Context: an optimization exercise on an open-source flow, tuned for small area. The choices shown serve that exercise and are no tape-out recipe. Function was checked by simulation only, so behaviour that the tests miss may differ from the original. Power is estimated from default activity; no workload was simulated.

==> v34 <==
==> flow/design.v <==
module swuart_bt (
    input  wire        clk,
    input  wire        rst,             
    input  wire        tick,            
    input  wire        rx_in,           
    input  wire        state_in,        
    input  wire        req_valid,
    input  wire [15:0] req_word,
    output wire        req_ready,       
    output wire [31:0] resp_data,
    output wire        resp_fault,
    output wire [1:0]  resp_code,
    output wire        tx_out,
    output wire        evt_connect,
    output wire        evt_disconnect
);
    localparam integer NMD_LIMIT       = 60;
    localparam integer TICKS_PER_MS    = 29;
    localparam integer TICKS_PER_EPOCH = 7200;
    localparam [3:0] OP_INIT        = 4'h1;
    localparam [3:0] OP_WAIT_READY  = 4'h2;
    localparam [3:0] OP_STATUS      = 4'h3;
    localparam [3:0] OP_WRITE       = 4'h4;
    localparam [3:0] OP_AVAILABLE   = 4'h5;
    localparam [3:0] OP_READ        = 4'h6;
    localparam [3:0] OP_CLOCK_RESET = 4'h7;
    localparam [3:0] OP_CLOCK_READ  = 4'h8;
    localparam [3:0] OP_CLOCK_PRESET= 4'h9;
    reg         enabled;
    reg         rx_act;           
    reg  [2:0]  rx_sub;
    reg  [8:0]  rx_sr;            
    reg         tx_busy;
    reg  [1:0]  tx_sub;
    reg  [8:0]  tx_sr;            
    reg         tx_line;
    reg  [7:0]  ring [0:31];
    reg  [4:0]  rb_hp;            
    reg  [5:0]  rb_cnt;
    reg         rb_pv;            
    reg  [7:0]  rb_pend;
    reg  [5:0]  nmd;
    reg  [31:0] ms_clock;
    reg  [4:0]  ms_sub;
    reg  [12:0] epoch_sub;
    reg  [4:0]  hist;             
    reg         epoch_evt;        
    reg  [2:0]  init_cd;
    wire connected = &hist[3:0];
    wire was_connected = &hist[4:1];
    assign evt_connect    = epoch_evt && connected && !hist[4];
    assign evt_disconnect = epoch_evt && was_connected && !hist[0];
    wire [3:0] op   = req_word[15:12];
    wire [3:0] rsv  = req_word[11:8];
    wire [7:0] imm8 = req_word[7:0];
    wire illegal = (op == 4'h0) || (op > OP_CLOCK_PRESET) || (rsv != 4'h0) ||
                   (op != OP_WRITE && op != OP_CLOCK_PRESET && imm8 != 8'h00);
    wire f_already = !illegal && op == OP_INIT && enabled;
    wire f_noten   = !illegal && op != OP_INIT && op != OP_STATUS && !enabled;
    wire fault     = illegal || f_already || f_noten;
    wire rb_empty    = (rb_cnt == 6'd0);
    wire nmd_expired = nmd[0] == 1'b0 && nmd[1] == 1'b0 && nmd[2] == 1'b0 && nmd[4] && nmd[5];
    wire ready_flag  = (init_cd == 3'd0);
    wire hold = !fault &&
                ((op == OP_WAIT_READY && !ready_flag) ||
                 (op == OP_WRITE      && tx_busy)     ||
                 (op == OP_READ       && rb_empty && !nmd_expired));
    assign req_ready  = !hold;
    assign resp_fault = fault;
    assign resp_code  = {f_already | f_noten, illegal | f_already};
    wire [31:0] rsel = 32'd1 << rb_hp;
    reg  [7:0] rd_ring;
    integer j;
    always @* begin
        rd_ring = 8'd0;
        for (j = 0; j < 32; j = j + 1)
            rd_ring = rd_ring | (ring[j] & {8{rsel[j]}});
    end
    wire [7:0] rd_byte = (rb_pv && rb_cnt == 6'd1) ? rb_pend : rd_ring;
    reg [31:0] result;
    always @* begin
        case (op)
            OP_STATUS:     result = {25'd0, tx_line, nmd_expired, rx_act, tx_busy,
                                     connected, ready_flag, enabled};
            OP_AVAILABLE:  result = {26'd0, rb_cnt};
            OP_READ:       result = rb_empty ? 32'd0 : {23'd0, 1'b1, rd_byte};
            OP_CLOCK_READ: result = ms_clock;
            default:       result = 32'd0;
        endcase
    end
    assign resp_data = fault ? 32'd0 : result;
    wire do_req = req_valid && !hold && !fault;
    wire n_enabled = enabled | (do_req && op == OP_INIT);
    wire tk = tick && n_enabled;
    wire pop = do_req && op == OP_READ && !rb_empty;
    wire [5:0] cnt1 = rb_cnt - pop;
    wire       rx_done = tk && rx_act && rx_sr[0] && rx_sub == 3'd1;
    wire       full1 = cnt1[5];
    wire [5:0] n_cnt = cnt1 + (rx_done && !full1);
    wire [4:0] n_hp  = rb_hp + 5'd1 + pop + (rx_done && full1);
    wire [4:0] pend_pos = rb_hp + rb_cnt[4:0] - 5'd1;
    wire       wr   = rb_pv && pend_pos[3:0] == 4'hf;
    wire       wr0  = wr && pend_pos[4];
    wire       wr16 = wr && !pend_pos[4];
    integer i;
    always @(posedge clk) begin
        ring[0]  <= wr0  ? rb_pend : ring[31];
        ring[16] <= wr16 ? rb_pend : ring[15];
        for (i = 1; i < 32; i = i + 1)
            if (i != 16) ring[i] <= ring[i-1];
    end
    always @(posedge clk) begin
        rb_hp <= rst ? 5'd0 : n_hp;
        if (rx_done) rb_pend <= rx_sr[8:1];
    end
    wire ms_wrap    = ms_sub[0] == 1'b0 && ms_sub[1] == 1'b0 && ms_sub[3] && ms_sub[4];
    wire epoch_wrap = epoch_sub[12:2] == 11'b11110110100 && epoch_sub[0] == 1'b0;
    wire [4:0]  ms_next    = {ms_sub[3:0], ~(ms_sub[4] ^ ms_sub[1])};
    wire [12:0] epoch_next = {epoch_sub[11:0], ~(epoch_sub[12] ^ epoch_sub[0])};
    wire [5:0]  nmd_next   = {nmd[4:0], ~(nmd[5] ^ nmd[0])};
    wire        ms_load = rst || (do_req && (op == OP_CLOCK_RESET || op == OP_CLOCK_PRESET));
    wire [7:0]  ms_imm  = rst ? 8'd0 : imm8;
    always @(posedge clk)
        ms_clock <= (ms_load ? {4{ms_imm}} : ms_clock) + (!rst && tk && ms_wrap);
    always @(posedge clk) begin
        if (rst) begin
            enabled        <= 1'b0;
            rx_act         <= 1'b0;
            tx_busy        <= 1'b0;
            tx_line        <= 1'b1;
            rb_cnt         <= 6'd0;
            rb_pv          <= 1'b0;
            nmd            <= 6'd0;
            ms_sub         <= 5'd0;
            epoch_sub      <= 13'd0;
            hist           <= 5'd0;
            init_cd        <= 3'd4;
            epoch_evt      <= 1'b0;
        end else begin
            enabled <= n_enabled;
            rb_cnt  <= n_cnt;
            if (rx_done) rb_pv <= 1'b1;
            else if (wr) rb_pv <= 1'b0;
            if (do_req && op == OP_WRITE) begin
                tx_sr   <= {1'b1, imm8};
                tx_sub  <= 2'd3;       
                tx_busy <= 1'b1;
            end
            epoch_evt <= tk && epoch_wrap;
            if (tk) begin
                if (!rx_act) begin
                    if (!rx_in) begin
                        rx_sr  <= 9'h100;
                        rx_sub <= 3'd4;
                        rx_act <= 1'b1;
                    end else if (!nmd_expired) begin
                        nmd <= nmd_next;
                    end
                end else if (rx_sub == 3'd1) begin
                    rx_sub <= 3'd3;
                    if (!rx_sr[0]) begin
                        rx_sr <= {rx_in, rx_sr[8:1]};
                    end else begin
                        nmd    <= 6'd0;
                        rx_act <= 1'b0;
                    end
                end else begin
                    rx_sub <= rx_sub - 3'd1;
                end
                if (tx_busy || (do_req && op == OP_WRITE)) begin
                    if ((do_req && op == OP_WRITE) || tx_sub == 2'd3) begin
                        tx_line <= 1'b0;
                        tx_sub  <= 2'd2;
                    end else if (tx_sub != 2'd0) begin
                        tx_sub <= tx_sub - 2'd1;
                    end else if (tx_sr == 9'd0) begin
                        tx_busy <= 1'b0;
                    end else begin
                        tx_line <= tx_sr[0];
                        tx_sr   <= {1'b0, tx_sr[8:1]};
                        tx_sub  <= 2'd2;
                    end
                end
                ms_sub <= ms_wrap ? 5'd0 : ms_next;
                if (epoch_wrap) begin
                    epoch_sub <= 13'd0;
                    hist      <= {hist[3:0], state_in};
                    if (init_cd != 3'd0) init_cd <= init_cd - 3'd1;
                end else begin
                    epoch_sub <= epoch_next;
                end
            end
        end
    end
    assign tx_out = tx_line;
endmodule
==> flow/flow/run.sh <==
#!/bin/bash
# Own layout flow: the standard ORFS flow (standard.sh) with these changes:
#  - synthesis is the standard synthesis script (synth_recipe.tcl, unchanged),
#    except that the ABC call that maps the combinational logic uses the
#    area-oriented script flow/area.abc with a 10 ns delay target instead of
#    ORFS's speed script (registers are mapped before ABC and are unchanged);
#  - the port buffers are sky130_fd_sc_hd__buf_1 (still one per port);
#  - CTS uses clkbuf_8 with larger sink clusters and no dummy loads.
# Each step's full output is in orfs/logs/...; make's own output in flow_make.log.
set -euo pipefail
W=$(pwd)
cat > "$W/flow_synth.tcl" <<EOT
proc abc {args} {
  set i [lsearch \$args -script]
  if {\$i >= 0} { set args [lreplace \$args \$i [expr {\$i+1}] -script $W/flow/area.abc] }
  set j [lsearch \$args -D]
  if {\$j >= 0} { set args [lreplace \$args \$j [expr {\$j+1}] -D 10000] }
  puts "flow_synth.tcl: abc \$args"
  yosys abc {*}\$args
}
source $W/synth_recipe.tcl
EOT
sed "s#SYNTH_SCRIPT=[^ ]*#SYNTH_SCRIPT=$W/flow_synth.tcl#" standard.sh > flow_standard.sh
grep -q "SYNTH_SCRIPT=$W/flow_synth.tcl" flow_standard.sh
bash flow_standard.sh \
  "BUFFER_PORTS_ARGS=-buffer_cell sky130_fd_sc_hd__buf_1" \
  "CTS_ARGS=-sink_clustering_enable -repair_clock_nets -dont_use_dummy_load -buf_list sky130_fd_sc_hd__clkbuf_8 -sink_clustering_size 16 -sink_clustering_max_diameter 60" \
  finish > flow_make.log 2>&1
==> flow/flow/area.abc <==
strash
&get -n
&fraig -x
&put
scorr
dc2
dretime
strash
&get -n
&dch -f
&nf -R 1000
&put
==> flow/standard.sh <==
#!/bin/bash
# synth_recipe.tcl (not shown) runs the flow's synth.tcl, then flattens the netlist and writes it again
# the make line also repeats each setting of config.mk as NAME=value (left out here)
make -C /OpenROAD-flow-scripts/flow DESIGN_CONFIG=/design/flow/config.mk WORK_HOME=/design/flow/orfs CLKGATE_MAP_FILE= SYNTH_SCRIPT=/design/flow/synth_recipe.tcl "${@:-finish}"
==> flow/config.mk <==
export PLATFORM = sky130hd
export DESIGN_NAME = swuart_bt
export DESIGN_NICKNAME = swuart_bt
export VERILOG_FILES = /design/flow/design.v
export SDC_FILE = /design/flow/constraint.sdc
export NUM_CORES = 4
export LEC_CHECK = 0
export CAP_MARGIN = 20
export CORE_MARGIN = 2
export CORE_UTILIZATION = 60
export GPL_TIMING_DRIVEN = 0
export PLACE_DENSITY = 0.7
export SLEW_MARGIN = 20
==> flow/constraint.sdc <==
create_clock -name core_clock -period 10.0 [get_ports {clk}]
set_input_delay 2.0000 -clock core_clock [delete_from_list [all_inputs] [get_ports {clk}]]
set_output_delay 2.0000 -clock core_clock [all_outputs]
set_load 0.01 [all_outputs]
==> inputs of v7, as changes to v34 <==
--- a/flow/design.v
+++ b/flow/design.v
@@ -28,8 +28,9 @@
     localparam [3:0] OP_CLOCK_PRESET= 4'h9;
     reg         enabled;
     reg         rx_act;           
-    reg  [2:0]  rx_sub;
-    reg  [8:0]  rx_sr;            
+    reg  [1:0]  rx_sub;           
+    reg  [8:0]  rx_sr;
+    reg         nmd_f;
     reg         tx_busy;
     reg  [1:0]  tx_sub;
     reg  [8:0]  tx_sr;            
@@ -37,19 +38,17 @@
     reg  [7:0]  ring [0:31];
     reg  [4:0]  rb_hp;            
     reg  [5:0]  rb_cnt;
-    reg         rb_pv;            
     reg  [7:0]  rb_pend;
-    reg  [5:0]  nmd;
     reg  [31:0] ms_clock;
     reg  [4:0]  ms_sub;
     reg  [12:0] epoch_sub;
-    reg  [4:0]  hist;             
+    reg  [5:0]  mon;
     reg         epoch_evt;        
-    reg  [2:0]  init_cd;
-    wire connected = &hist[3:0];
-    wire was_connected = &hist[4:1];
-    assign evt_connect    = epoch_evt && connected && !hist[4];
-    assign evt_disconnect = epoch_evt && was_connected && !hist[0];
+    wire        ready_flag = mon[5] | mon[4];
+    wire connected     = ready_flag && (&mon[3:0]);
+    wire was_connected = mon[5] && (&mon[4:1]);
+    assign evt_connect    = epoch_evt && connected && !was_connected;
+    assign evt_disconnect = epoch_evt && was_connected && !connected;
     wire [3:0] op   = req_word[15:12];
     wire [3:0] rsv  = req_word[11:8];
     wire [7:0] imm8 = req_word[7:0];
@@ -59,8 +58,8 @@
     wire f_noten   = !illegal && op != OP_INIT && op != OP_STATUS && !enabled;
     wire fault     = illegal || f_already || f_noten;
     wire rb_empty    = (rb_cnt == 6'd0);
-    wire nmd_expired = nmd[0] == 1'b0 && nmd[1] == 1'b0 && nmd[2] == 1'b0 && nmd[4] && nmd[5];
-    wire ready_flag  = (init_cd == 3'd0);
+    wire nmd_lim     = rx_sr[0] && !rx_sr[1] && !rx_sr[3] && !rx_sr[4] && !rx_sr[5];
+    wire nmd_expired = rx_act ? nmd_f : nmd_lim;
     wire hold = !fault &&
                 ((op == OP_WAIT_READY && !ready_flag) ||
                  (op == OP_WRITE      && tx_busy)     ||
@@ -68,15 +67,21 @@
     assign req_ready  = !hold;
     assign resp_fault = fault;
     assign resp_code  = {f_already | f_noten, illegal | f_already};
-    wire [31:0] rsel = 32'd1 << rb_hp;
+    wire [3:0] rsel_lo = 4'd1 << rb_hp[1:0];
+    wire [7:0] rsel_hi = 8'd1 << rb_hp[4:2];
     reg  [7:0] rd_ring;
-    integer j;
+    reg  [7:0] rd_cls;
+    integer j, k;
     always @* begin
         rd_ring = 8'd0;
-        for (j = 0; j < 32; j = j + 1)
-            rd_ring = rd_ring | (ring[j] & {8{rsel[j]}});
+        for (k = 0; k < 4; k = k + 1) begin
+            rd_cls = 8'd0;
+            for (j = 0; j < 8; j = j + 1)
+                rd_cls = rd_cls | (ring[4*j+k] & {8{rsel_hi[j]}});
+            rd_ring = rd_ring | (rd_cls & {8{rsel_lo[k]}});
+        end
     end
-    wire [7:0] rd_byte = (rb_pv && rb_cnt == 6'd1) ? rb_pend : rd_ring;
+    wire [7:0] rd_byte = (rb_cnt == 6'd1) ? rb_pend : rd_ring;
     reg [31:0] result;
     always @* begin
         case (op)
@@ -93,13 +98,14 @@
     wire n_enabled = enabled | (do_req && op == OP_INIT);
     wire tk = tick && n_enabled;
     wire pop = do_req && op == OP_READ && !rb_empty;
-    wire [5:0] cnt1 = rb_cnt - pop;
-    wire       rx_done = tk && rx_act && rx_sr[0] && rx_sub == 3'd1;
-    wire       full1 = cnt1[5];
-    wire [5:0] n_cnt = cnt1 + (rx_done && !full1);
-    wire [4:0] n_hp  = rb_hp + 5'd1 + pop + (rx_done && full1);
+    wire       rx_done = tk && rx_act && rx_sr[0] && rx_sub == 2'd1;
+    wire       full1 = rb_cnt[5] && !pop;    
+    wire       push_nf = rx_done && !full1;
+    wire [5:0] n_cnt = (pop && !push_nf) ? rb_cnt - 6'd1 :
+                       (!pop && push_nf) ? rb_cnt + 6'd1 : rb_cnt;
+    wire [4:0] n_hp  = rb_hp + ((pop || (rx_done && full1)) ? 5'd2 : 5'd1);
     wire [4:0] pend_pos = rb_hp + rb_cnt[4:0] - 5'd1;
-    wire       wr   = rb_pv && pend_pos[3:0] == 4'hf;
+    wire       wr   = pend_pos[3:0] == 4'hf;
     wire       wr0  = wr && pend_pos[4];
     wire       wr16 = wr && !pend_pos[4];
     integer i;
@@ -117,7 +123,7 @@
     wire epoch_wrap = epoch_sub[12:2] == 11'b11110110100 && epoch_sub[0] == 1'b0;
     wire [4:0]  ms_next    = {ms_sub[3:0], ~(ms_sub[4] ^ ms_sub[1])};
     wire [12:0] epoch_next = {epoch_sub[11:0], ~(epoch_sub[12] ^ epoch_sub[0])};
-    wire [5:0]  nmd_next   = {nmd[4:0], ~(nmd[5] ^ nmd[0])};
+    wire [5:0]  nmd_next   = {~(rx_sr[0] ^ rx_sr[1]), rx_sr[5:1]};
     wire        ms_load = rst || (do_req && (op == OP_CLOCK_RESET || op == OP_CLOCK_PRESET));
     wire [7:0]  ms_imm  = rst ? 8'd0 : imm8;
     always @(posedge clk)
@@ -129,18 +135,14 @@
             tx_busy        <= 1'b0;
             tx_line        <= 1'b1;
             rb_cnt         <= 6'd0;
-            rb_pv          <= 1'b0;
-            nmd            <= 6'd0;
+            rx_sr[5:0]     <= 6'd0;
             ms_sub         <= 5'd0;
             epoch_sub      <= 13'd0;
-            hist           <= 5'd0;
-            init_cd        <= 3'd4;
+            mon            <= 6'd1;
             epoch_evt      <= 1'b0;
         end else begin
             enabled <= n_enabled;
             rb_cnt  <= n_cnt;
-            if (rx_done) rb_pv <= 1'b1;
-            else if (wr) rb_pv <= 1'b0;
             if (do_req && op == OP_WRITE) begin
                 tx_sr   <= {1'b1, imm8};
                 tx_sub  <= 2'd3;       
@@ -151,21 +153,22 @@
                 if (!rx_act) begin
                     if (!rx_in) begin
                         rx_sr  <= 9'h100;
-                        rx_sub <= 3'd4;
+                        rx_sub <= 2'd0;
                         rx_act <= 1'b1;
-                    end else if (!nmd_expired) begin
-                        nmd <= nmd_next;
+                        nmd_f  <= nmd_lim;
+                    end else if (!nmd_lim) begin
+                        rx_sr[5:0] <= nmd_next;
                     end
-                end else if (rx_sub == 3'd1) begin
-                    rx_sub <= 3'd3;
+                end else if (rx_sub == 2'd1) begin
+                    rx_sub <= 2'd3;
                     if (!rx_sr[0]) begin
                         rx_sr <= {rx_in, rx_sr[8:1]};
                     end else begin
-                        nmd    <= 6'd0;
+                        rx_sr  <= 9'd0;        
                         rx_act <= 1'b0;
                     end
                 end else begin
-                    rx_sub <= rx_sub - 3'd1;
+                    rx_sub <= rx_sub - 2'd1;
                 end
                 if (tx_busy || (do_req && op == OP_WRITE)) begin
                     if ((do_req && op == OP_WRITE) || tx_sub == 2'd3) begin
@@ -184,8 +187,7 @@
                 ms_sub <= ms_wrap ? 5'd0 : ms_next;
                 if (epoch_wrap) begin
                     epoch_sub <= 13'd0;
-                    hist      <= {hist[3:0], state_in};
-                    if (init_cd != 3'd0) init_cd <= init_cd - 3'd1;
+                    mon       <= {mon[5] | mon[4], mon[3:0], state_in};
                 end else begin
                     epoch_sub <= epoch_next;
                 end
--- a/flow/flow/run.sh
+++ b/flow/flow/run.sh
@@ -24,5 +24,5 @@
 grep -q "SYNTH_SCRIPT=$W/flow_synth.tcl" flow_standard.sh
 bash flow_standard.sh \
   "BUFFER_PORTS_ARGS=-buffer_cell sky130_fd_sc_hd__buf_1" \
-  "CTS_ARGS=-sink_clustering_enable -repair_clock_nets -dont_use_dummy_load -buf_list sky130_fd_sc_hd__clkbuf_8 -sink_clustering_size 16 -sink_clustering_max_diameter 60" \
+  "CTS_ARGS=-sink_clustering_enable -repair_clock_nets -dont_use_dummy_load -buf_list sky130_fd_sc_hd__clkbuf_8 -sink_clustering_size 20 -sink_clustering_max_diameter 50" \
   finish > flow_make.log 2>&1
Settings changed: CAP_MARGIN 20 to 0, CORE_UTILIZATION 60 to 70, GPL_TIMING_DRIVEN 0 to default, PLACE_DENSITY 0.7 to 0.8, SLEW_MARGIN 20 to 0.
==> run summary <==
Post-Synth Adder-Cell Area=0.0237; Pint=0.00175 W; Metal-1 WL=between 10000 and 15000 µm; status=complete, no violations; Finished Layout Cells=1495; Slowest cell on crit path=nor2_2; Buffers & Inverters on Critical Path=1; share of layout cells above drive strength 1=0.0776; Clk pwr share=0.306; clock slew at reported path FFs=roughly 100 ps; Reg area=roughly 7700 µm²; Post-Place Cell Area=roughly 13000 µm²; mux contribution to synthesized area=0.0180; Num Clock Sinks=between 300 and 400
-- figures above: v34

==> run summary <==
status=complete, no violations; Slowest cell on crit path=nor2_1; Metal-1 WL=~12000 µm; Clk pwr share=0.267; Post-Synth Adder-Cell Area=0.0216; share of layout cells above drive strength 1=0.0423; mux contribution to synthesized area=0.0215; Pint=0.00189 W; Post-Place Cell Area=around 12000 µm²; Num Clock Sinks=approximately 360; Finished Layout Cells=roughly 1300
-- figures above: v7

## static timing again, ports no longer ideal
How much do the figures lean on ideal ports? The routed layouts below were timed once more, with nothing changed but the port constraints.
Step 1, drivers: a clkbuf_16 drives clk and a buf_2 each remaining input, both assumed.
Step 2 also shifts input and output timing later by t, the mid clock arrival at the registers, as if the neighbouring blocks saw the same clock.
a / b / c = ideal ports / drivers / drivers and shift; a / b = the first two.
| run | shift t [ns] | slack for setup (ns) | pins driven straight from the clock port |
|---|---|---|---|
| v34 | 0.627 | 1.903 / 1.929 / 1.301 | 1 |
| v7 | 0.601 | 1.912 / 1.935 / 1.334 | 1 |
After both steps every run listed still meets setup and hold. For v34, which loses most, drivers alone change the setup slack by +0.026 ns; drivers and shift together by -0.602 ns.
